Source: an optimization exercise on an open RTL-to-GDS flow (aim: small area, a short achievable clock period and few clock cycles). Production flows keep margins and buffers that such runs may drop. The RTL of this run was laid out without a check of its function. Power is estimated from default activity; no workload was simulated.

==> design/flow/design.v <==
module arith_core #(parameter N = 32) (
    input  wire         clk,
    input  wire         rst,
    input  wire         start,
    input  wire [4:0]   cmd,
    input  wire [N-1:0] a_in,
    input  wire [N-1:0] b_in,
    output reg          busy,
    output reg          done,
    output reg  [1:0]   status,
    output wire [N-1:0] res_hi,
    output wire [N-1:0] res_lo,
    output reg  [3:0]   flags
);
    localparam K  = 2;                  
    localparam W  = 35;                 
    localparam [1:0] ST_OK = 2'd0, ST_DIV0 = 2'd1, ST_ILLEGAL = 2'd2;
    localparam [4:0] MUL_LAST0 = 15 / K;    
    localparam [4:0] MUL_LAST1 = 16 / K;    
    localparam [4:0] DIV_L00   = 31 / K;    
    localparam [4:0] DIV_L01   = 32 / K;    
    localparam [4:0] DIV_L11   = 33 / K;    
    localparam [4:0] DIV_L10   = 34 / K;    
    reg [31:0] A;
    reg [32:0] H;
    reg [31:0] L;
    reg        qm1;
    reg [4:0]  cnt;
    reg [4:0]  cmd_r;
    reg        a31;
    reg        qnz;
    assign res_hi = H[31:0];
    assign res_lo = L;
    wire s      = cmd_r[4];
    wire is_add = cmd_r[3:1] == 3'b000;
    wire sub    = cmd_r[0];
    wire is_mul = cmd_r[3:2] == 2'b01;
    wire is_div = cmd_r[3:1] == 3'b100;
    wire illegal = ~(is_add | is_mul | is_div);
    wire sa     = s & a31;
    wire sb     = s & A[31];
    wire corr   = ~s & a31;
    wire first  = cnt == 5'd0;
    wire a_zero = A == 32'd0;
    wire l_zero = L == 32'd0;
    wire [32:0] Hs [0:K];
    wire [31:0] Ls [0:K];
    wire        qs [0:K];
    wire [K-1:0] qbit;
    wire [W-1:0] sum0;
    wire [W-1:0] x0, y0;
    assign Hs[0] = H;
    assign Ls[0] = L;
    assign qs[0] = qm1;
    genvar j;
    generate
        for (j = 0; j < K; j = j + 1) begin : stg
            wire [6:0] g = cnt * K + j;
            wire op_booth = is_mul & (g < 7'd16);
            wire op_corr  = (((16 - j) % K) == 0) ? (is_mul & corr & (g == 7'd16)) : 1'b0;
            wire op_div   = is_div & (g >= {6'd0, sa}) & (g < 7'd32 + {6'd0, sa});
            wire negl_pre = (j == 0) ? (is_div & sa & first) : 1'b0;
            wire negl_q0  = ((32 - j) % K == 0) ? (is_div & ~sa & sb & (g == 7'd32)) : 1'b0;
            wire negl_q1  = ((34 - j) % K == 0) ? (is_div & sa & ~sb & (g == 7'd34)) : 1'b0;
            wire op_negl  = negl_pre | negl_q0 | negl_q1;
            wire op_negh  = ((33 - j) % K == 0) ? (is_div & sa & (g == 7'd33)) : 1'b0;
            wire op_add   = (j == 0) ? (is_add & first) : 1'b0;
            wire [32:0] hi = Hs[j];
            wire [31:0] li = Ls[j];
            wire        qi = qs[j];
            wire [2:0] bd = {li[1], li[0], qi};
            wire b_zero = (bd == 3'b000) | (bd == 3'b111);
            wire b_two  = (bd == 3'b011) | (bd == 3'b100);
            wire b_neg  = bd[2];
            wire y_en  = op_booth ? ~b_zero : (op_corr | op_div | op_add);
            wire y_sh  = op_booth & b_two;
            wire y_inv = op_booth ? b_neg : op_div ? ~sb : op_add ? sub : 1'b0;
            wire e     = s & A[31] & ~op_add;
            wire [W-1:0] aext = y_sh ? {e, e, A, 1'b0} : {e, e, e, A};
            wire [W-1:0] y    = y_en ? (aext ^ {W{y_inv}}) : {W{1'b0}};
            wire cin = (y_en & y_inv) | op_negl | op_negh;
            wire [W-1:0] x = (op_booth | op_corr) ? {hi[32], hi[32], hi} :
                             op_div               ? {2'b00, hi[31:0], li[31]} :
                             op_negh              ? {3'b000, ~hi[31:0]} :
                             op_negl              ? {3'b000, ~li} :
                                                    {3'b000, li};
            wire [W-1:0] sm = x + y + {{(W-1){1'b0}}, cin};
            wire neg = sm[W-1];
            assign Hs[j+1] = op_booth            ? sm[34:2] :
                             (op_corr | op_negh) ? sm[32:0] :
                             op_div              ? {1'b0, neg ? x[31:0] : sm[31:0]} :
                             op_add              ? 33'd0 : hi;
            assign Ls[j+1] = op_booth            ? {sm[1:0], li[31:2]} :
                             op_div              ? {li[30:0], ~neg} :
                             (op_add | op_negl)  ? sm[31:0] : li;
            assign qs[j+1] = op_booth ? li[1] : qi;
            assign qbit[j] = op_div & ~neg;
            if (j == 0) begin : tap
                assign sum0 = sm;
                assign x0 = x;
                assign y0 = y;
            end
        end
    endgenerate
    reg [4:0] last;
    always @* begin
        if (is_mul) last = corr ? MUL_LAST1 : MUL_LAST0;
        else case ({sa, sb})
            2'b00: last = DIV_L00;
            2'b01: last = DIV_L01;
            2'b11: last = DIV_L11;
            default: last = DIV_L10;
        endcase
    end
    wire early  = first & (illegal | is_add | (is_div & a_zero));
    wire finish = early | (~illegal & ~is_add & (cnt == last));
    wire add_c  = sum0[32] ^ sub;
    wire [3:0] add_flags = {sum0[31:0] == 32'd0, s & sum0[31],
                            x0[31] ^ y0[31] ^ sum0[31] ^ add_c, add_c};
    wire qnz_n = qnz | (|qbit);
    wire lq31  = Ls[K][31];
    wire [3:0] div_flags = {~qnz_n, s & lq31, sa & sb & lq31, 1'b0};
    wire mul_z = a_zero | l_zero;
    wire [3:0] mul_flags = {mul_z, s & (A[31] ^ L[31]) & ~mul_z, 2'b00};
    wire accept = ~busy & start;
    always @(posedge clk) begin
        if (rst) begin
            busy <= 1'b0;
            done <= 1'b0;
        end else if (accept) begin
            busy <= 1'b1;
            done <= 1'b0;
        end else if (busy & finish) begin
            busy <= 1'b0;
            done <= 1'b1;
        end
    end
    always @(posedge clk) begin
        if (accept) begin
            A     <= b_in;
            L     <= a_in;
            H     <= 33'd0;
            qm1   <= 1'b0;
            cnt   <= 5'd0;
            cmd_r <= cmd;
            a31   <= a_in[31];
            qnz   <= 1'b0;
        end else if (busy) begin
            H   <= Hs[K];
            L   <= Ls[K];
            qm1 <= qs[K];
            cnt <= cnt + 5'd1;
            qnz <= qnz_n;
        end
    end
    always @(posedge clk) begin
        if (busy & first & is_mul)
            flags <= mul_flags;
        else if (busy & finish & is_add)
            flags <= add_flags;
        else if (busy & finish & is_div)
            flags <= div_flags;
        if (busy & finish)
            status <= illegal ? ST_ILLEGAL : (early & is_div) ? ST_DIV0 : ST_OK;
    end
endmodule
==> design/flow/run.sh <==
#!/bin/bash
# synth_recipe.tcl (not shown) runs the flow's synth.tcl, then flattens the netlist and writes it again
# the make line also repeats each setting of config.mk as NAME=value (left out here)
make -C /OpenROAD-flow-scripts/flow DESIGN_CONFIG=/design/flow/config.mk WORK_HOME=/design/flow/orfs CLKGATE_MAP_FILE= SYNTH_SCRIPT=/design/flow/synth_recipe.tcl finish
==> design/flow/config.mk <==
export PLATFORM = sky130hd
export DESIGN_NAME = arith_core
export DESIGN_NICKNAME = arith_core
export VERILOG_FILES = /design/flow/design.v
export SDC_FILE = /design/flow/constraint.sdc
export NUM_CORES = 4
export LEC_CHECK = 0
export CAP_MARGIN = 20
export CORE_MARGIN = 2
export CORE_UTILIZATION = 40
export SLEW_MARGIN = 20
==> design/flow/constraint.sdc <==
create_clock -name core_clock -period 20.0 [get_ports {clk}]
set_input_delay 4.0000 -clock core_clock [delete_from_list [all_inputs] [get_ports {clk}]]
set_output_delay 4.0000 -clock core_clock [all_outputs]
set_load 0.01 [all_outputs]
==> flow_results.xml <==
<?xml version="1.0" encoding="UTF-8"?>
<metrics>
  <group name="yosys">
    <metric name="muxShareOfSynthArea" unit="%">5.48</metric>
    <metric name="syn_inst" unit="">2071</metric>
    <metric name="async_reset_ff_share" unit="%">0</metric>
    <metric name="synth.net_count" unit="">2217</metric>
    <metric name="synth-xor-area-share" unit="%">9.04</metric>
    <metric name="syn-mean-instance-area" unit="um2">7.37</metric>
    <metric name="synth-compound-area-share" unit="%">32.5</metric>
    <metric name="yosys.area_share.adder" unit="%">6.27</metric>
    <metric name="synth.lib_cells_used.distinct" unit="">96</metric>
    <metric name="post_synth_instance_area" unit="um2">15300</metric>
    <metric name="yosysWarningCount" unit="">1</metric>
    <metric name="ys_ff_latch" unit="">118</metric>
    <metric name="primary_ff_master_synth" unit="">sky130_fd_sc_hd__edfxtp_1</metric>
    <metric name="synth_seq_area_share" unit="%">20.3</metric>
    <metric name="synth_enable_flop_cells" unit="">74</metric>
    <metric name="area_fraction_in_and_or_nand_and_nor_cells_after_synthesis" unit="%">20.0</metric>
    <metric name="largest_family_of_logic_cells_by_synthesized_area" unit="">compound AO/OA/AOI/OAI gates</metric>
  </group>
  <group name="timing">
    <metric name="clock_skew" unit="ns">0.0226</metric>
    <metric name="post-route-period-util" unit="%">59.5</metric>
    <metric name="setup_total_negative_slack" unit="ns">0</metric>
    <metric name="timing.final.hold_violations" unit="">0</metric>
    <metric name="final-setup-viol-count" unit="">0</metric>
    <metric name="final.min_clock_period" unit="ns">11.90</metric>
    <metric name="worst_slew_pin_slew" unit="ns">1.14</metric>
    <metric name="fmax" unit="MHz">84.0</metric>
    <metric name="setup_repair_after_global_routing_missed_its_margin" unit="">no</metric>
    <metric name="slew-limit-headroom" unit="%">23.1</metric>
    <metric name="drv_slew" unit="">0</metric>
  </group>
  <group name="critical_path">
    <metric name="r2r_start" unit="">cnt[0]</metric>
    <metric name="crit_path_max_fanout" unit="">49</metric>
    <metric name="worstPathRequired" unit="ns">20.37</metric>
    <metric name="cp.arrival" unit="ns">12.27</metric>
    <metric name="critical_register_to_register_path_endpoint" unit="">H[13]</metric>
    <metric name="crit_path_top_cell_by_count" unit="">sky130_fd_sc_hd__fa_1</metric>
    <metric name="startpoint_class" unit="">register</metric>
    <metric name="critPathTopFamily" unit="">compound AO/OA/AOI/OAI gates</metric>
    <metric name="rrSetupSlack" unit="ns">8.10</metric>
    <metric name="worst_r2r_path_depth" unit="">34</metric>
    <metric name="crit_path_end_kind" unit="">register</metric>
    <metric name="worst_path_largest_cell_delay" unit="ns">0.87</metric>
    <metric name="crit_type" unit="">register to register</metric>
    <metric name="critPathSlowestCell" unit="">sky130_fd_sc_hd__o21ai_1</metric>
    <metric name="crit_buf_inv" unit="">5</metric>
  </group>
  <group name="floorplan">
    <metric name="die_height" unit="um">199</metric>
    <metric name="start_util" unit="%">40.6</metric>
    <metric name="core-area" unit="um2">37600</metric>
    <metric name="placementRows" unit="">71</metric>
    <metric name="pin_count" unit="">144</metric>
    <metric name="die-area" unit="um2">39700</metric>
    <metric name="die_x" unit="um">199</metric>
  </group>
  <group name="grt">
    <metric name="first_global_vias" unit="">16000</metric>
    <metric name="grt_first_pass_wirelength" unit="um">114000</metric>
    <metric name="grt_start_max_net_pins" unit="">77</metric>
    <metric name="grt-ovfl-total" unit="">0</metric>
    <metric name="grt_antenna_before_repair" unit="">3</metric>
    <metric name="grtUsageTotal" unit="%">39.7</metric>
  </group>
  <group name="detailed_routing">
    <metric name="drt_first_iter_violations" unit="">2840</metric>
    <metric name="avg_wl_per_cell" unit="um">30.6</metric>
    <metric name="route.detailed.drc" unit="">0</metric>
    <metric name="detail-route-antenna-nets" unit="">0</metric>
    <metric name="drt-pass1-iter-count" unit="">8</metric>
    <metric name="viasPerCell" unit="">6.76</metric>
    <metric name="vias" unit="">17700</metric>
    <metric name="finalWirelength" unit="um">80100</metric>
  </group>
  <group name="run">
    <metric name="drv_cap" unit="">0</metric>
  </group>
  <group name="worst_hold_path">
    <metric name="hp-start" unit="">done</metric>
    <metric name="worst_hold_path_cells" unit="">2</metric>
    <metric name="hold_end" unit="">done</metric>
    <metric name="min_path_type" unit="">register to register</metric>
  </group>
  <group name="clock_tree">
    <metric name="cts_max_level" unit="">4</metric>
    <metric name="clock_insertion_delay_worst_skew" unit="ns">0.47</metric>
    <metric name="tritoncts_num_sinks" unit="">118</metric>
    <metric name="cts_post_setup_buffers_inserted" unit="">0</metric>
    <metric name="cts_buffers" unit="">17</metric>
    <metric name="cts_repair_resize_count" unit="">0</metric>
    <metric name="cts.reportedPaths.clkPinSlew" unit="ns">0.08</metric>
    <metric name="cts_buffer_depth" unit="">2</metric>
    <metric name="clock_tree.root_cell" unit="">sky130_fd_sc_hd__clkbuf_16</metric>
    <metric name="tritoncts_clock_tree" unit="">built</metric>
    <metric name="postCtsHoldBufs" unit="">0</metric>
  </group>
  <group name="pwr">
    <metric name="powerDensity" unit="nW/um2">114</metric>
    <metric name="power.leakage" unit="nW">6.37</metric>
    <metric name="design_power_total" unit="W">0.00200</metric>
    <metric name="ir_drop" unit="V">0.0000682</metric>
  </group>
  <group name="placement">
    <metric name="place.port_buffers" unit="">143</metric>
    <metric name="detailed_place_hpwl" unit="um">60000</metric>
    <metric name="place_congestion" unit="">1.09</metric>
  </group>
  <group name="layout">
    <metric name="layout-area-overhead-vs-synth" unit="%">14.4</metric>
    <metric name="fin_nets" unit="">2237</metric>
    <metric name="final_cell_mix" unit="">238 x sky130_fd_sc_hd__nand2_1, 218 x sky130_fd_sc_hd__nor2_1, 172 x sky130_fd_sc_hd__a21oi_1</metric>
    <metric name="post_route_cells_drive_above_1_share" unit="%">6.32</metric>
    <metric name="layout_commonest_cell" unit="">sky130_fd_sc_hd__nand2_1</metric>
  </group>
  <group name="outcome">
    <metric name="status" unit="">complete, no violations</metric>
  </group>
</metrics>
==> sequential cells by signal, summed over array words and instances, names as in the netlist <==
signal / count
H: 33
A: 32
L: 32
cmd_r: 5
cnt: 5
flags: 4
status: 2
a31: 1
busy: 1
done: 1
qm1: 1
qnz: 1
==> synth_stat cells (31+ instances only) <==
| master | instances | area share (%) |
|---|---|---|
| sky130_fd_sc_hd__a21oi_1 | 175 | 5.7 |
| sky130_fd_sc_hd__clkbuf_1 | 116 | 2.9 |
| sky130_fd_sc_hd__xor2_1 | 44 | 2.5 |
| sky130_fd_sc_hd__buf_4 | 35 | 1.7 |
| sky130_fd_sc_hd__edfxtp_1 | 74 | 15 |
| sky130_fd_sc_hd__nor3_1 | 44 | 1.4 |
| sky130_fd_sc_hd__nand3_1 | 34 | 1.1 |
| sky130_fd_sc_hd__nor2_1 | 224 | 5.5 |
| sky130_fd_sc_hd__a21o_1 | 31 | 1.5 |
| sky130_fd_sc_hd__xnor2_1 | 109 | 6.3 |
| sky130_fd_sc_hd__o21ai_0 | 171 | 5.6 |
| sky130_fd_sc_hd__ha_1 | 70 | 5.7 |
| sky130_fd_sc_hd__a31oi_1 | 45 | 1.8 |
| sky130_fd_sc_hd__nand2_1 | 238 | 5.9 |
| sky130_fd_sc_hd__dfxtp_1 | 44 | 5.8 |
| sky130_fd_sc_hd__mux2i_1 | 79 | 5.2 |
==> area by class of cell <==
class                   count  area (um2)
flip-flops and latches    118        3100
multi-input cells        1735       11200
repair buffers            187        1760
fillers                  3836       20100
clock inverters            15         153
diodes                      1        2.50
inverters                  32         120
well taps                 511         639
clock buffers              17         425
==> stage by stage <==
stage | cell area, um2 | utilization, % | std cells | hold WS, ns | worst slack (ns)
after floorplan | 15300 | - | 2071 | 0.456 | 11.30
after CTS | 17400 | 46.4 | 2615 | 0.490 | 8.63
final | 17500 | 46.4 | 2616 | 0.495 | 8.10
after global placement | 16900 | 44.9 | 2583 | 0.470 | 8.95
after global routing | 17500 | 46.4 | 2616 | 0.505 | 7.84
after detailed placement | 16900 | 44.9 | 2583 | 0.475 | 8.67
==> cell families after synthesis <==
| group | count (synthesis) |
|---|---|
| multiplexers | 83 |
| XOR/XNOR | 155 |
| flip-flops | 118 |
| buffers and inverters | 218 |
| AND/OR/NAND/NOR | 679 |
| AO/OA/AOI/OAI | 744 |
| adder cells (fa/ha/maj) | 74 |
==> how the worst max path moves through the flow <==
stage                       from    end  cells past startpoint
after floorplan           cnt[0]  H[29]                     36
after global placement    cnt[0]  H[13]                     34
after detailed placement  cnt[0]  H[13]                     34
after CTS                 cnt[0]  H[13]                     34
after global routing      cnt[0]  H[13]                     34
final                     cnt[0]  H[13]                     34
==> power by group <==
group	internal (W)	switching [W]
combinational	0.000435	0.000821
clock	0.000184	0.000144
sequential	0.000308	0.000107
total	0.000926	0.00107
==> layer usage <==
layer,GRT usage (%),vias to the layer above,wire [um]
met1,53.0,8373,32100
met5,0,-,11
met4,20.8,2,4860
li1,-,7734,-
met3,11.2,275,10300
met2,57.8,1297,32800
==> worst reg2reg max path: cells and delay by family, from the launching register on <==
kind	cells	cell delay, ns
compound gates	17	6.43
fa+ha+maj	5	1.99
simple gates	7	1.79
buf+inv	5	1.12
flops	1	0.49

==> what the ideal ports hide <==
Ports are ideal in the flow. The routed layout listed here was re-timed in OpenROAD.
Step 1 assumes that a clkbuf_16 drives the clock port and a buf_2 every other input.
Step 2 adds t to the input delays and takes it off the output delays; t is the mean of the earliest and latest rising clock arrival at the registers after step 1. Input paths then give back, and output paths get back, about the clock's delay inside the block.
a / b / c = ideal / step 1 / step 2; a / b = the first two.
shift t [ns]: 0.510
setup slack, ns: 8.100 / 8.100 / 8.100
hold slack, ns: 0.495 / 0.495 / 0.495
latest minus earliest clock arrival (ns): 0.023 / 0.023
worst data-port slew with drivers (ns): 0.07
After both steps setup and hold are still met in this run. For this run, drivers alone change the setup slack by 0.000 ns; drivers and shift together by 0.000 ns.
